What follows belongs to an exercise in optimizing a design on an open flow for small area, a short achievable clock period and few clock cycles per item; a production flow would make more cautious choices.
Where RTL was checked, it was by simulation tests only, not by an equivalence proof against the original.
No activity file was given, so power comes from the tool's default toggle rates.

// chi_bf
module chi_bf (
    input  wire         clk,
    input  wire         rst,           
    input  wire         cmd_valid,
    output wire         cmd_ready,
    input  wire         cmd_setup,     
    input  wire         cmd_dec,       
    input  wire [447:0] cmd_key,       
    input  wire [5:0]   cmd_keylen,    
    input  wire [63:0]  cmd_block,     
    output wire         out_valid,
    output wire [63:0]  out_block,
    output wire [31:0]  sb_raddr,      
    input  wire [127:0] sb_rdata,      
    output wire         sb_init,       
    output wire         sb_we,
    output wire [1:0]   sb_wtab,
    output wire [6:0]   sb_widx,       
    output wire [63:0]  sb_wdata       
);
Size in the first run: about 820 I/O pins.
Settings: LEC_CHECK=0, CAP_MARGIN=20, CORE_MARGIN=2, CORE_UTILIZATION=45, CTS_BUF_LIST=sky130_fd_sc_hd__clkbuf_4 sky130_fd_sc_hd__clkbuf_8, SETUP_SLACK_MARGIN=3, SLEW_MARGIN=20; clock period 12.0 ns.
run.sh (not shown) runs the stock make flow with config.mk's settings and CLKGATE_MAP_FILE= SYNTH_SCRIPT=/design/flow/synth_recipe.tcl, a recipe that flattens the netlist after the stock synthesis.
Then changed:
--- a/flow/config.mk
+++ b/flow/config.mk
@@ -7,6 +7,6 @@
 export LEC_CHECK = 0
+export ABC_CLOCK_PERIOD_IN_PS = 3000
 export CAP_MARGIN = 20
 export CORE_MARGIN = 2
-export CORE_UTILIZATION = 45
-export CTS_BUF_LIST = sky130_fd_sc_hd__clkbuf_4 sky130_fd_sc_hd__clkbuf_8
+export CORE_UTILIZATION = 55
 export SETUP_SLACK_MARGIN = 3
Worst setup slack loses 0.20 ns.
Clock power rose by about 4%.
Final cell count came out lower by 4.6%.
Global-route usage came out higher by 9.1 points.
Synthesized area stays the same.
Cell area stays flat.
Wire length is higher by 2.2%.
Power increases by 3.2%.
Clock-buffer cell count is lower by 60.
First-iteration DRC count went up by 29%.
Then changed:
==> flow/flow/run.sh (new file) <==
#!/bin/bash
# The standard layout, with the smallest buffer on every input and output port
# instead of the resizer's default choice.
set -euo pipefail
export BUFFER_PORTS_ARGS="-buffer_cell sky130_fd_sc_hd__buf_1"
bash standard.sh finish > standard.log 2>&1
==> flow/standard.sh (new file) <==
#!/bin/bash
# synth_recipe.tcl (not shown) runs the flow's synth.tcl, then flattens the netlist and writes it again
# the make line also repeats each setting of config.mk as NAME=value (left out here)
make -C /OpenROAD-flow-scripts/flow DESIGN_CONFIG=/design/flow/config.mk WORK_HOME=/design/flow/orfs CLKGATE_MAP_FILE= SYNTH_SCRIPT=/design/flow/synth_recipe.tcl "${@:-finish}"
--- a/flow/config.mk
+++ b/flow/config.mk
@@ -7,3 +7,2 @@
 export LEC_CHECK = 0
-export ABC_CLOCK_PERIOD_IN_PS = 3000
 export CAP_MARGIN = 20
removed: flow/run.sh
Result: Combinational power came out lower by 17%; register-to-register slack improves by 0.30 ns; global-route usage came out lower by 1.8 points; sequential cell count stays the same; first-iteration DRC count came out lower by 8.5%; sequential share of layout area came out higher by 4.2 points; total power came out lower by 5.7%; design area came out lower by 12%; wire length came out lower by 4.3%; clock power came out higher by about 4%; synthesized cell count is unchanged.
Then changed:
==> flow/run.sh (new file) <==
#!/bin/bash
# synth_recipe.tcl (not shown) runs the flow's synth.tcl, then flattens the netlist and writes it again
# the make line also repeats each setting of config.mk as NAME=value (left out here)
make -C /OpenROAD-flow-scripts/flow DESIGN_CONFIG=/design/flow/config.mk WORK_HOME=/design/flow/orfs CLKGATE_MAP_FILE= SYNTH_SCRIPT=/design/flow/synth_recipe.tcl finish
removed: flow/flow/run.sh
removed: flow/standard.sh
Effect: The new run completed without violations. Worst setup slack got worse by 0.23 ns. Power grows by a few percent. Sequential share of layout area shrinks by 4.2 points. Routed wire length grows by a few percent. Via count grows by a few percent. Combinational power grows by about a fifth. Flip-flop and latch count stays the same. Cell area grows by roughly a tenth. Area after synthesis stays the same.
Function was not checked in any run of this note: the RTL went through the layout flow alone.

chi_bf, a different RTL version from the one above (not shown whole).
For scale: ~3300 cells after synthesis, roughly 820 I/O pins, roughly 0.030 mm² of cells after synthesis.
==> flow/config.mk <==
export PLATFORM = sky130hd
export DESIGN_NAME = chi_bf
export DESIGN_NICKNAME = chi_bf
export VERILOG_FILES = /design/flow/design.v
export SDC_FILE = /design/flow/constraint.sdc
export NUM_CORES = 4
export LEC_CHECK = 0
export CAP_MARGIN = 20
export CORE_MARGIN = 2
export CORE_UTILIZATION = 52
export CTS_BUF_LIST = sky130_fd_sc_hd__clkbuf_4
export SETUP_SLACK_MARGIN = 3.5
export SLEW_MARGIN = 20
export SYNTH_HIERARCHICAL = 1
==> flow/constraint.sdc <==
create_clock -name core_clock -period 12.0 [get_ports {clk}]
set_input_delay 2.4000 -clock core_clock [delete_from_list [all_inputs] [get_ports {clk}]]
set_output_delay 2.4000 -clock core_clock [all_outputs]
set_load 0.01 [all_outputs]
standard.sh (not shown) runs the stock make flow with config.mk's settings and CLKGATE_MAP_FILE= SYNTH_SCRIPT=/design/flow/synth_recipe.tcl, a recipe that flattens the netlist after the stock synthesis.
==> flow/flow/run.sh <==
#!/bin/bash
# The standard layout (standard.sh) with two changes:
#  - every input and output port gets a sky130_fd_sc_hd__buf_1 buffer instead of
#    the resizer's default choice (buffer_ports -buffer_cell);
#  - synthesis maps the combinational logic with its own ABC scripts: the module
#    chi_bf_f (the Blowfish F function and the words formed from it, on the
#    critical path) with flow/abc_f.script, a delay-oriented "map" script, and
#    the top module with flow/abc_top.script, an area-recovering "&nf" script.
#    Apart from those two abc calls the synthesis is ORFS's synth.tcl and
#    the standard flow's synth_recipe.tcl unchanged, so the registers are the standard
#    synthesis's.
set -euo pipefail
here=$(pwd)
export BUFFER_PORTS_ARGS="-buffer_cell sky130_fd_sc_hd__buf_1"

# synth_f.tcl: ORFS synth.tcl with the abc call split per module
python3 - "$FLOW_HOME/scripts/synth.tcl" "$here/synth_f.tcl" \
    "$here/flow/abc_f.script" "$here/flow/abc_top.script" > make_synth.log 2>&1 <<'PY'
import sys
s = open(sys.argv[1]).read()
a = "  log_cmd abc {*}$abc_args\n"
assert s.count(a) == 1
s = s.replace(a, "  set abc_args_f [lreplace $abc_args 1 1 " + sys.argv[3] + "]\n"
                 "  log_cmd abc {*}$abc_args_f chi_bf_f\n"
                 "  set abc_args_t [lreplace $abc_args 1 1 " + sys.argv[4] + "]\n"
                 "  log_cmd abc {*}$abc_args_t chi_bf\n")
open(sys.argv[2], "w").write(s)
PY
# my_synth.tcl: synth_recipe.tcl sourcing synth_f.tcl
python3 - "$here/synth_recipe.tcl" "$here/my_synth.tcl" "$here/synth_f.tcl" \
    >> make_synth.log 2>&1 <<'PY'
import sys
s = open(sys.argv[1]).read()
a = "source $::env(SCRIPTS_DIR)/synth.tcl"
assert s.count(a) == 1
s = s.replace(a, "source " + sys.argv[3])
open(sys.argv[2], "w").write(s)
PY
bash standard.sh SYNTH_SCRIPT="$here/my_synth.tcl" finish > standard.log 2>&1
==> flow/flow/abc_f.script <==
strash
dch
map -B 0.5
topo
stime -c
buffer -c
upsize -c
dnsize -c
==> flow/flow/abc_top.script <==
&get -n
&st
&syn2
&dch
&nf -R 1000
&put
topo
stime -c
buffer -c
upsize -c -D 8000
dnsize -c -D 8000
Testbench counts at the start, summed over its fixed seeds: cycles 153,344, blocks 3,072.
Next try:
Settings changed: CORE_UTILIZATION 52 to 48, SETUP_SLACK_MARGIN 3.5 to 3.75.
Result: The changed run completed with no timing, DRC or antenna violations; wire length drops by 18%; setup slack improved by 0.12 ns; die area climbs by 8.2%.
Next try:
Settings changed: CORE_UTILIZATION 48 to 40, SETUP_SLACK_MARGIN 3.75 to 4.0.
Outcome:
- final cell count increases by 4.8%
- cell area increases by 4.1%
- core utilization decreases by 7.4 points
- maximum frequency increases by 1.1%
- total power increases by 4.3%
- register-to-register slack gets better by 0.96 ns
- via count increases by 2.2%
Next try:
Settings changed: CORE_UTILIZATION 40 to 48.
What happened: The changed run ran to the end with no violations; routed wire length is lower by about 8%; global-route usage came out higher by 4.0 points; sequential share of layout area grows by 0.49 points; first-iteration DRC count drops by 9.3%; total power climbs by about 0.5%; die area came out lower by 16%.
Next try:
Settings changed: CORE_UTILIZATION 48 to 40, CTS_BUF_LIST sky130_fd_sc_hd__clkbuf_4 to sky130_fd_sc_hd__clkbuf_2.
Outcome: Die area rose by 20%. Sequential share of layout area rose by 0.11 points. Hold slack got worse by 0.017 ns. Cell count rose by 3.7%. Power fell by 5.6%.

what the ideal ports hide:
The results above use ideal ports. As a check the final layouts listed here were re-extracted and re-timed, cells and wires unchanged. Step 1, drivers: a clkbuf_16 drives clk and a buf_2 each remaining input, both assumed. Step 2 adds t to the input delays and takes it off the output delays; t is the mean of the earliest and latest rising clock arrival at the registers after step 1. Input paths then give back, and output paths get back, about the clock's delay inside the block. Three values: ideal ports, drivers, drivers and shift; two values: the first two.
| run | t (ns) | slack for setup (ns) | worst setup path after step 2 | slew at the worst register clock pin (ns) | pins driven straight from the clock port |
|---|---|---|---|---|---|
| the first run of note 1 | 0.813 | 2.635 / 2.600 / 2.600 | input to output | 0.08 / 0.08 | 1 |
| the second run of note 1 | 0.686 | 2.430 / 2.390 / 2.390 | input to output | 0.07 / 0.07 | 1 |
| the third run of note 1 | 0.704 | 2.665 / 2.627 / 2.627 | input to output | 0.07 / 0.07 | 1 |
| the fourth run of note 1 | 0.686 | 2.430 / 2.390 / 2.390 | input to output | 0.07 / 0.07 | 1 |
| the first run of note 2 | 1.034 | 3.543 / 3.514 / 3.514 | input to output | 0.09 / 0.09 | 1 |
| the second run of note 2 | 1.038 | 3.664 / 3.640 / 3.640 | input to output | 0.09 / 0.09 | 1 |
| the third run of note 2 | 1.011 | 3.758 / 3.732 / 3.732 | input to output | 0.08 / 0.08 | 1 |
| the fourth run of note 2 | 1.038 | 3.735 / 3.708 / 3.708 | input to output | 0.09 / 0.09 | 1 |
| the fifth run of note 2 | 1.325 | 3.733 / 3.707 / 3.707 | input to output | 0.12 / 0.12 | 1 |
After both steps setup and hold are still met in every run listed.
